Context: an optimization exercise on an open-source flow, tuned for small area and a short achievable clock period. The choices shown serve that exercise and are no tape-out recipe.
No functional check of the RTL was part of this run.
Power and IR drop assume default switching activity.

[flow/config.mk]
export PLATFORM = sky130hd
export DESIGN_NAME = rival_framer
export DESIGN_NICKNAME = rival_framer
export VERILOG_FILES = /design/flow/design.v
export SDC_FILE = /design/flow/constraint.sdc
export NUM_CORES = 4
export LEC_CHECK = 0
export CAP_MARGIN = 20
export CORE_MARGIN = 2
export CORE_UTILIZATION = 40
export PLACE_DENSITY = 0.6
export SLEW_MARGIN = 20
[flow/constraint.sdc]
create_clock -name core_clock -period 9.0 [get_ports {clk}]
set_input_delay 1.8000 -clock core_clock [delete_from_list [all_inputs] [get_ports {clk}]]
set_output_delay 1.8000 -clock core_clock [all_outputs]
set_load 0.01 [all_outputs]
[flow/design.v]
module rival_core #(
    parameter C  = 192,
    parameter AW = 8,
    parameter CW = 8
) (
    input  wire          clk,
    input  wire          rst,
    input  wire          wr_valid,
    input  wire [7:0]    wr_data,
    input  wire          cmd_valid,
    input  wire [2:0]    cmd_op,
    input  wire [15:0]   cmd_arg,
    output reg  [AW-1:0] head,
    output reg  [AW-1:0] tail,
    output reg           full,
    output wire          empty,
    output wire [CW-1:0] avail,
    output wire          cmd_ready,
    output reg           rsp_valid,
    output reg  [2:0]    rsp_status,
    output wire [15:0]   rsp_data,
    output reg  [119:0]  frame_q,
    output reg           frame_valid,
    output reg           wr_ovf,
    output reg  [15:0]   ovf_cnt,
    output reg           ovf_sticky,
    output reg           udf_sticky
);
    localparam L        = 15;
    localparam HDR      = 8'hBB;
    localparam MRK      = 8'h12;
    localparam OP_NOP     = 3'd0;
    localparam OP_AVAIL   = 3'd1;
    localparam OP_PEEK    = 3'd2;
    localparam OP_CONSUME = 3'd3;
    localparam OP_PARSE   = 3'd4;
    localparam ST_OK        = 3'd0;
    localparam ST_FOUND     = 3'd1;
    localparam ST_NOTREADY  = 3'd2;
    localparam ST_NOTFOUND  = 3'd3;
    localparam ST_UNDERFLOW = 3'd4;
    localparam ST_ILLEGAL   = 3'd5;
    localparam S_IDLE   = 3'd0;
    localparam S_SCAN   = 3'd1;
    localparam S_CHECK  = 3'd2;
    localparam S_COPY   = 3'd3;
    localparam S_COMMIT = 3'd4;
    reg [1535:0] m;             
    reg [2:0]    state;
    reg [7:0]    scan_i;
    reg [7:0]    ptr;
    reg [3:0]    k;
    reg [7:0]    avail_q;
    reg [7:0]    rsp_q;
    reg          pk_pend;
    reg          wb_v;
    reg [7:0]    wb_a;
    reg [7:0]    wb_d;
    assign avail     = avail_q;
    assign empty     = (avail_q == 8'd0);
    assign cmd_ready = (state == S_IDLE);
    function [7:0] inc_c(input [7:0] p);
        inc_c = (p == C - 1) ? 8'd0 : p + 1'b1;
    endfunction
    genvar gi;
    generate
        for (gi = 0; gi < C; gi = gi + 1) begin : g_mem
            always @(posedge clk)
                if (wb_v && wb_a == gi)
                    m[8*gi +: 8] <= wb_d;
        end
    endgenerate
    wire [7:0] ra = m[8*ptr +: 8];
    wire [C-1:0] e12;
    generate
        for (gi = 0; gi < C; gi = gi + 1) begin : g_e12
            assign e12[gi] = (m[8*((gi + 2) % C) +: 8] == MRK);
        end
    endgenerate
    wire rb12 = e12[ptr];
    wire [7:0] ptr_p1 = inc_c(ptr);
    wire [7:0] ptr_p2 = (ptr >= C - 2) ? ptr + 8'd2 - C : ptr + 8'd2;
    wire [7:0] rd_a   = (wb_v && wb_a == ptr) ? wb_d : ra;
    wire       mk_b   = (wb_v && wb_a == ptr_p2) ? (wb_d == MRK) : rb12;
    wire [6:0] lo_sum = {1'b0, tail[5:0]} + {1'b0, cmd_arg[5:0]};
    wire [3:0] dsum   = cmd_arg[7:6] + cmd_arg[9:8] + cmd_arg[11:10] +
                        cmd_arg[13:12] + cmd_arg[15:14];
    wire [1:0] ar3    = dsum % 3;
    wire [2:0] hsum   = tail[7:6] + ar3 + lo_sum[6];
    wire [1:0] hi     = hsum % 3;
    wire [7:0] peek_idx = {hi, lo_sum[5:0]};
    wire w_acc  = wr_valid && !full;
    wire w_drop = wr_valid &&  full;
    wire       idle      = (state == S_IDLE);
    wire       is_commit = (state == S_COMMIT);
    wire [8:0] av_sub    = {1'b0, avail_q} - {1'b0, cmd_arg[7:0]};
    wire       arg_le    = (cmd_arg[15:8] == 8'd0) && !av_sub[8];
    wire       consume_ok = idle && cmd_valid && (cmd_op == OP_CONSUME) && arg_le;
    wire [7:0] needed    = scan_i + L;
    reg  [7:0] avail_nx;
    reg  [7:0] tail_nx;
    reg        full_nx;
    always @(*) begin
        if (consume_ok) begin
            avail_nx = av_sub[7:0] + w_acc;
            tail_nx  = peek_idx;
            full_nx  = (cmd_arg[7:0] == 8'd0) && (full || (avail_q == C - 1 && w_acc));
        end else if (is_commit) begin
            avail_nx = avail_q - needed + w_acc;
            tail_nx  = ptr;
            full_nx  = 1'b0;
        end else begin
            avail_nx = avail_q + w_acc;
            tail_nx  = tail;
            full_nx  = full || (avail_q == C - 1 && w_acc);
        end
    end
    always @(posedge clk) begin
        wb_v <= !rst && w_acc;
        wb_a <= head;
        wb_d <= wr_data;
        if (rst) begin
            head        <= 8'd0;
            tail        <= 8'd0;
            full        <= 1'b0;
            avail_q     <= 8'd0;
            state       <= S_IDLE;
            scan_i      <= 8'd0;
            ptr         <= 8'd0;
            k           <= 4'd0;
            frame_q     <= 120'd0;
            frame_valid <= 1'b0;
            rsp_valid   <= 1'b0;
            rsp_status  <= 3'd0;
            rsp_q       <= 8'd0;
            pk_pend     <= 1'b0;
            wr_ovf      <= 1'b0;
            ovf_cnt     <= 16'd0;
            ovf_sticky  <= 1'b0;
            udf_sticky  <= 1'b0;
        end else begin
            if (w_acc)
                head <= inc_c(head);
            wr_ovf <= w_drop;
            if (w_drop) begin
                if (ovf_cnt != 16'hFFFF)
                    ovf_cnt <= ovf_cnt + 1'b1;
                ovf_sticky <= 1'b1;
            end
            rsp_valid <= 1'b0;
            pk_pend   <= 1'b0;
            if (pk_pend)
                rsp_q <= ra;
            case (state)
                S_IDLE: begin
                    ptr <= (cmd_op == OP_PARSE) ? tail : peek_idx;
                    if (cmd_valid) begin
                        case (cmd_op)
                            OP_NOP: begin
                                rsp_valid  <= 1'b1;
                                rsp_status <= ST_OK;
                                rsp_q      <= 8'd0;
                            end
                            OP_AVAIL: begin
                                rsp_valid  <= 1'b1;
                                rsp_status <= ST_OK;
                                rsp_q      <= avail_q;
                            end
                            OP_PEEK: begin
                                rsp_valid  <= 1'b1;
                                rsp_status <= ST_OK;
                                pk_pend    <= 1'b1;
                            end
                            OP_CONSUME: begin
                                rsp_valid  <= 1'b1;
                                rsp_q      <= 8'd0;
                                if (arg_le) begin
                                    rsp_status <= ST_OK;
                                end else begin
                                    rsp_status <= ST_UNDERFLOW;
                                    udf_sticky <= 1'b1;
                                end
                            end
                            OP_PARSE: begin
                                state  <= S_SCAN;
                                scan_i <= 8'd0;
                            end
                            default: begin
                                rsp_valid  <= 1'b1;
                                rsp_status <= ST_ILLEGAL;
                                rsp_q      <= 8'd0;
                            end
                        endcase
                    end
                end
                S_SCAN: begin
                    if (rd_a == HDR && mk_b) begin
                        state <= S_CHECK;
                    end else if (scan_i == C - 1) begin
                        rsp_valid  <= 1'b1;
                        rsp_status <= ST_NOTFOUND;
                        rsp_q      <= 8'd0;
                        state      <= S_IDLE;
                    end else begin
                        scan_i <= scan_i + 1'b1;
                        ptr    <= ptr_p1;
                    end
                end
                S_CHECK: begin
                    if (avail_q < needed) begin
                        rsp_valid  <= 1'b1;
                        rsp_status <= ST_NOTREADY;
                        rsp_q      <= 8'd0;
                        state      <= S_IDLE;
                    end else begin
                        state       <= S_COPY;
                        k           <= 4'd0;
                        frame_valid <= 1'b0;
                    end
                end
                S_COPY: begin
                    frame_q[k*8 +: 8] <= rd_a;
                    ptr               <= ptr_p1;
                    if (k == L - 1)
                        state <= S_COMMIT;
                    else
                        k <= k + 1'b1;
                end
                S_COMMIT: begin
                    rsp_valid   <= 1'b1;
                    rsp_status  <= ST_FOUND;
                    rsp_q       <= frame_q[13*8 +: 8];
                    frame_valid <= 1'b1;
                    state       <= S_IDLE;
                end
                default: begin
                    state <= S_IDLE;
                end
            endcase
            tail    <= tail_nx;
            avail_q <= avail_nx;
            full    <= full_nx;
        end
    end
    assign rsp_data = {8'd0, pk_pend ? ra : rsp_q};
endmodule
module rival_framer (
    input  wire         clk,
    input  wire         rst,
    input  wire         wr_valid,
    input  wire [7:0]   wr_data,
    input  wire         cmd_valid,
    input  wire [2:0]   cmd_op,
    input  wire [15:0]  cmd_arg,
    output wire [7:0]   head,
    output wire [7:0]   tail,
    output wire         full,
    output wire         empty,
    output wire [7:0]   avail,
    output wire         cmd_ready,
    output wire         rsp_valid,
    output wire [2:0]   rsp_status,
    output wire [15:0]  rsp_data,
    output wire [119:0] frame_q,
    output wire         frame_valid,
    output wire         wr_ovf,
    output wire [15:0]  ovf_cnt,
    output wire         ovf_sticky,
    output wire         udf_sticky
);
    rival_core #(.C(192), .AW(8), .CW(8)) u_core (
        .clk         (clk),
        .rst         (rst),
        .wr_valid    (wr_valid),
        .wr_data     (wr_data),
        .cmd_valid   (cmd_valid),
        .cmd_op      (cmd_op),
        .cmd_arg     (cmd_arg),
        .head        (head),
        .tail        (tail),
        .full        (full),
        .empty       (empty),
        .avail       (avail),
        .cmd_ready   (cmd_ready),
        .rsp_valid   (rsp_valid),
        .rsp_status  (rsp_status),
        .rsp_data    (rsp_data),
        .frame_q     (frame_q),
        .frame_valid (frame_valid),
        .wr_ovf      (wr_ovf),
        .ovf_cnt     (ovf_cnt),
        .ovf_sticky  (ovf_sticky),
        .udf_sticky  (udf_sticky)
    );
endmodule
[flow/run.sh]
#!/bin/bash
# synth_recipe.tcl (not shown) runs the flow's synth.tcl, then flattens the netlist and writes it again
# the make line also repeats each setting of config.mk as NAME=value (left out here)
make -C /OpenROAD-flow-scripts/flow DESIGN_CONFIG=/design/flow/config.mk WORK_HOME=/design/flow/orfs CLKGATE_MAP_FILE= SYNTH_SCRIPT=/design/flow/synth_recipe.tcl finish
==> qor.yml <==
worst_setup_path:
  cp-end-kind: "primary output"
  slowest_delay_ps: 1160
  path_max_fanout: 35
  worstPathCellList: "nor2b_4 > a22o_1 > a2111oi_0 > a2111oi_0 > a31oi_1 > o2bb2ai_1 > nor2_1 > nor2_1 > clkdlybuf4s50_1"
  critPathKind: "flop to primary output"
  cpMaxStageDelayCell: "a2111oi_0"
  regToRegSetupSlack_ps: 2340
  reg2reg_to: "u_core.ptr[3]"
  required_ps: 7200
  timing.rr.start: "u_core.ptr[2]"
  start_kind: "flop"
  cp.arrival_ps: 6510
  rr_worst_depth: 13
place:
  place_area_mm2: 0.08103
  routabilityCongestion: 0.9568
  numPortBuffers: 209
  hpwlAfterDp_mm: 175.3
detailed_routing:
  drt-initial-drc-count: 7232
  first_pass_iters: 7
  wirelength_mm: 260.7
  drc: 0
  vias_per_cell: 6.384
  vias: 50990
  ant_nets: 0
  wl_per_cell_um: 32.64
layout:
  area_growth_pct: 14.29
  n_fill_cell: 16450
  finalNetCount: 5425
  drive_above_1_share_pct: 14.02
  final_area_mm2: 0.08719
worst_hold_path:
  hold_start: "u_core.head[3]"
  min_path_cells: 0
  min_path_type: "flop to flop"
  hold_end: "u_core.wb_a[3]"
synthesis:
  synth_common_cells: "edfxtp_1 (1536), nor2_1 (608), mux4_2 (293)"
  synth_area_leaders: "edfxtp_1 (60%), mux4_2 (8.6%), dfxtp_1 (5.7%)"
  seq_area_frac_synth_pct: 66.18
  ys_seq_elements: 1754
  synth_top_area_share_pct: 60.46
  syn_inst: 5098
  synth_cell_type_count: 95
  synth-edff-count: 1536
  synth_area_per_cell_um2: 14.97
  ys.flop_type: "edfxtp_1"
  netlist.top_cell.by_area: "edfxtp_1"
  yosysMostFrequentCell: "edfxtp_1"
  yosysWarnings: 1
  syn_area_mm2: 0.07629
  synthArstFlopShare_pct: 0
die:
  die_w_um: 440.7
  die_y_um: 440.7
  pin_count: 218
  start_util_pct: 40.20
  die-area_mm2: 0.1942
  fp-row-count: 160
  core-area_mm2: 0.1898
power:
  p_comb_share_pct: 10.5
  power_density_mw_per_mm2: 214.0
  max-vdd-ir-drop_v: 0.0002201
  p_int_mw: 13.99
  seq_power_share_pct: 47.8
  pwr-share-clk_pct: 41.7
  p_leak_nw: 27.11
  switching_share_pct: 25.01
  p_switching_mw: 4.666
clocking:
  clkTransAtPathRegs_ps: 60
  insertion_delay_ps: 850
  cts_setup_buffers: 0
  cts_resized: 0
  clock_tree.root_cell: "clkbuf_16"
  clockBufferDepth: 3
  cts_tree: "built"
  holdBufCountCts: 0
  htree_levels: 4
  cts.sink_count: 1754
  cts_buffers: 185
timing:
  final-hold-violation-count: 0
  tightestPinTransition_ps: 1308
  rsz0062_at_grt: "no"
  post-route-period-util_pct: 92.36
  max_clock_freq_ghz: 0.1203
  fin_tns_setup_ps: 0
  hold_ws_ps: 423.9
  drv_slew: 0
  slew-limit-headroom_pct: 10.55
  setup_viol: 0
  period_needed_ps: 8312
  skew_ps: 36.23
outcome:
  outcome: "complete, no violations"
global_routing:
  grt_max_degree: 122
  globalRouteMet1Util_pct: 35.30
  grt_util_all_layers_pct: 26.38
  use_met3_pct: 6.458
  grt_pass1_vias: 49790
  use_met2_pct: 40.60
  antenna_found_initial: 17
  grt_overflow: 0
  busiest_layer: "met2"
  grt_first_pass_wirelength_mm: 368.2
run:
  max_cap_violations: 0
[worst max-delay path, delay by kind of cell (launching register included)]
| family | cells | cell delay (ps) |
|---|---|---|
| buf+inv | 1 | 700 |
| compound gates | 5 | 2770 |
| flops | 1 | 860 |
| simple gates | 3 | 1310 |
[layout make-up]
| cell class | instances | area (um2) | area share (%) |
|---|---|---|---|
| repair buffers | 316 | 3008 | 3.450 |
| clock buffers | 242 | 5016 | 5.753 |
| clock inverters | 92 | 1107 | 1.270 |
| well taps | 2511 | 3142 | 3.603 |
| diodes | 3 | 7.507 | 0.008610 |
| flip-flops and latches | 1754 | 50540 | 57.96 |
| multi-input cells | 3000 | 24120 | 27.66 |
| inverters | 68 | 259.0 | 0.2970 |
[state kept, by name, summed over array words and instances, names as in the netlist, 4 cells and up]
name            cells
u_core.avail_q      8
u_core.frame_q    120
u_core.head         8
u_core.k            4
u_core.m         1536
u_core.ovf_cnt     16
u_core.ptr          8
u_core.rsp_q        8
u_core.scan_i       8
u_core.tail         8
u_core.wb_a         8
u_core.wb_d         8
[layer usage]
| metal | part of all wire (%) | wire [um] | vias up |
|---|---|---|---|
| met5 | 0.037 | 96 | - |
| met4 | 5.0 | 12980 | 16 |
| met3 | 12 | 30250 | 604 |
| met2 | 45 | 117500 | 3444 |
| met1 | 38 | 99830 | 25990 |
| li1 | - | - | 20930 |
[per-stage QoR]
stage                     utilization (%)  setup slack, ps  power [mW]  std cells
after floorplan                         -             1378       10.20       5105
after global placement              42.69            379.4       10.98       7647
after detailed placement            42.70            244.4       11.00       7648
after CTS                           45.92             1073       18.68       7982
after global routing                45.94            562.9       19.12       7983
final                               45.94            688.0       18.66       7986
[worst max-delay path by stage]
| stage | startpoint | endpoint | slack, ps | depth (start not counted) |
|---|---|---|---|---|
| floorplan | cmd_arg[6] | u_core.ptr[6] | 1380 | 34 |
| global placement | cmd_arg[6] | u_core.ptr[6] | 380 | 35 |
| detailed placement | cmd_arg[6] | u_core.ptr[6] | 240 | 35 |
| CTS | u_core.ptr[0] | rsp_data[5] | 1070 | 10 |
| global route | cmd_arg[6] | u_core.ptr[6] | 560 | 35 |
| finish | u_core.ptr[1] | rsp_data[5] | 690 | 9 |
[power groups by stage]
| stage | Clock, mW | Combinational [mW] | Sequential, mW |
|---|---|---|---|
| finish | 7.78 | 1.95 | 8.92 |
| global route | 8.17 | 2.03 | 8.92 |
| CTS | 7.85 | 1.91 | 8.92 |
| detailed placement | 0 | 1.90 | 9.09 |
| global placement | 0 | 1.89 | 9.09 |
| floorplan | 0 | 1.10 | 9.11 |
[logic make-up after synthesis]
kind of cell / synth area share, %
AO/OA/AOI/OAI: 6.919
XOR/XNOR: 0.8561
adder cells (fa/ha/maj): 1.260
buffers and inverters: 2.404
flip-flops: 66.18
multiplexers: 12.33
other: 0.004915
AND/OR/NAND/NOR: 10.05
[cells in the final DEF (no fill, tap or decap), types with 14 or more instances in the layout]
cell type	instances
a21oi_1	153
o21a_1	14
nand2_1	208
o21ai_0	79
clkdlybuf4s50_1	208
a31oi_1	29
and2_1	19
nor4_1	199
o211ai_1	18
and3_1	22
nor4bb_1	68
mux2_2	27
clkinv_2	21
nor3_1	35
mux4_2	293
xnor2_1	32
ha_1	56
nand4_1	111
buf_4	95
a22o_1	28
dfxtp_1	204
bufinv_16	20
o221ai_1	26
clkbuf_16	189
nor2b_1	27
inv_1	62
xor2_1	40
mux2i_1	250
edfxtp_1	1536
clkbuf_1	43
a22oi_1	140
nand2b_1	18
a211oi_1	35
a2111oi_0	17
a221oi_1	24
a41oi_1	37
nand3_1	123
clkinv_1	32
nor2_1	605
o22ai_1	37

-- port drivers added, routing unchanged --
In the flow no input, the clock included, has a driving cell. The finished layout below was timed again as built, in two steps.
Step 1 assumes that a clkbuf_16 drives the clock port and a buf_2 every other input.
Step 2 adds t to the input delays and takes it off the output delays; t is the mean of the earliest and latest rising clock arrival at the registers after step 1. Input paths then give back, and output paths get back, about the clock's delay inside the block.
Three values: ideal ports, drivers, drivers and shift; two values: the first two.
t (ns): 0.919
setup slack, ns: 0.688 / 0.598 / 0.209
hold slack, ns: 0.424 / 0.424 / 0.424
clock arrival spread, ns: 0.037 / 0.037
After both steps setup and hold are still met in this run. For this run, drivers alone change the setup slack by -0.090 ns; drivers and shift together by -0.479 ns.
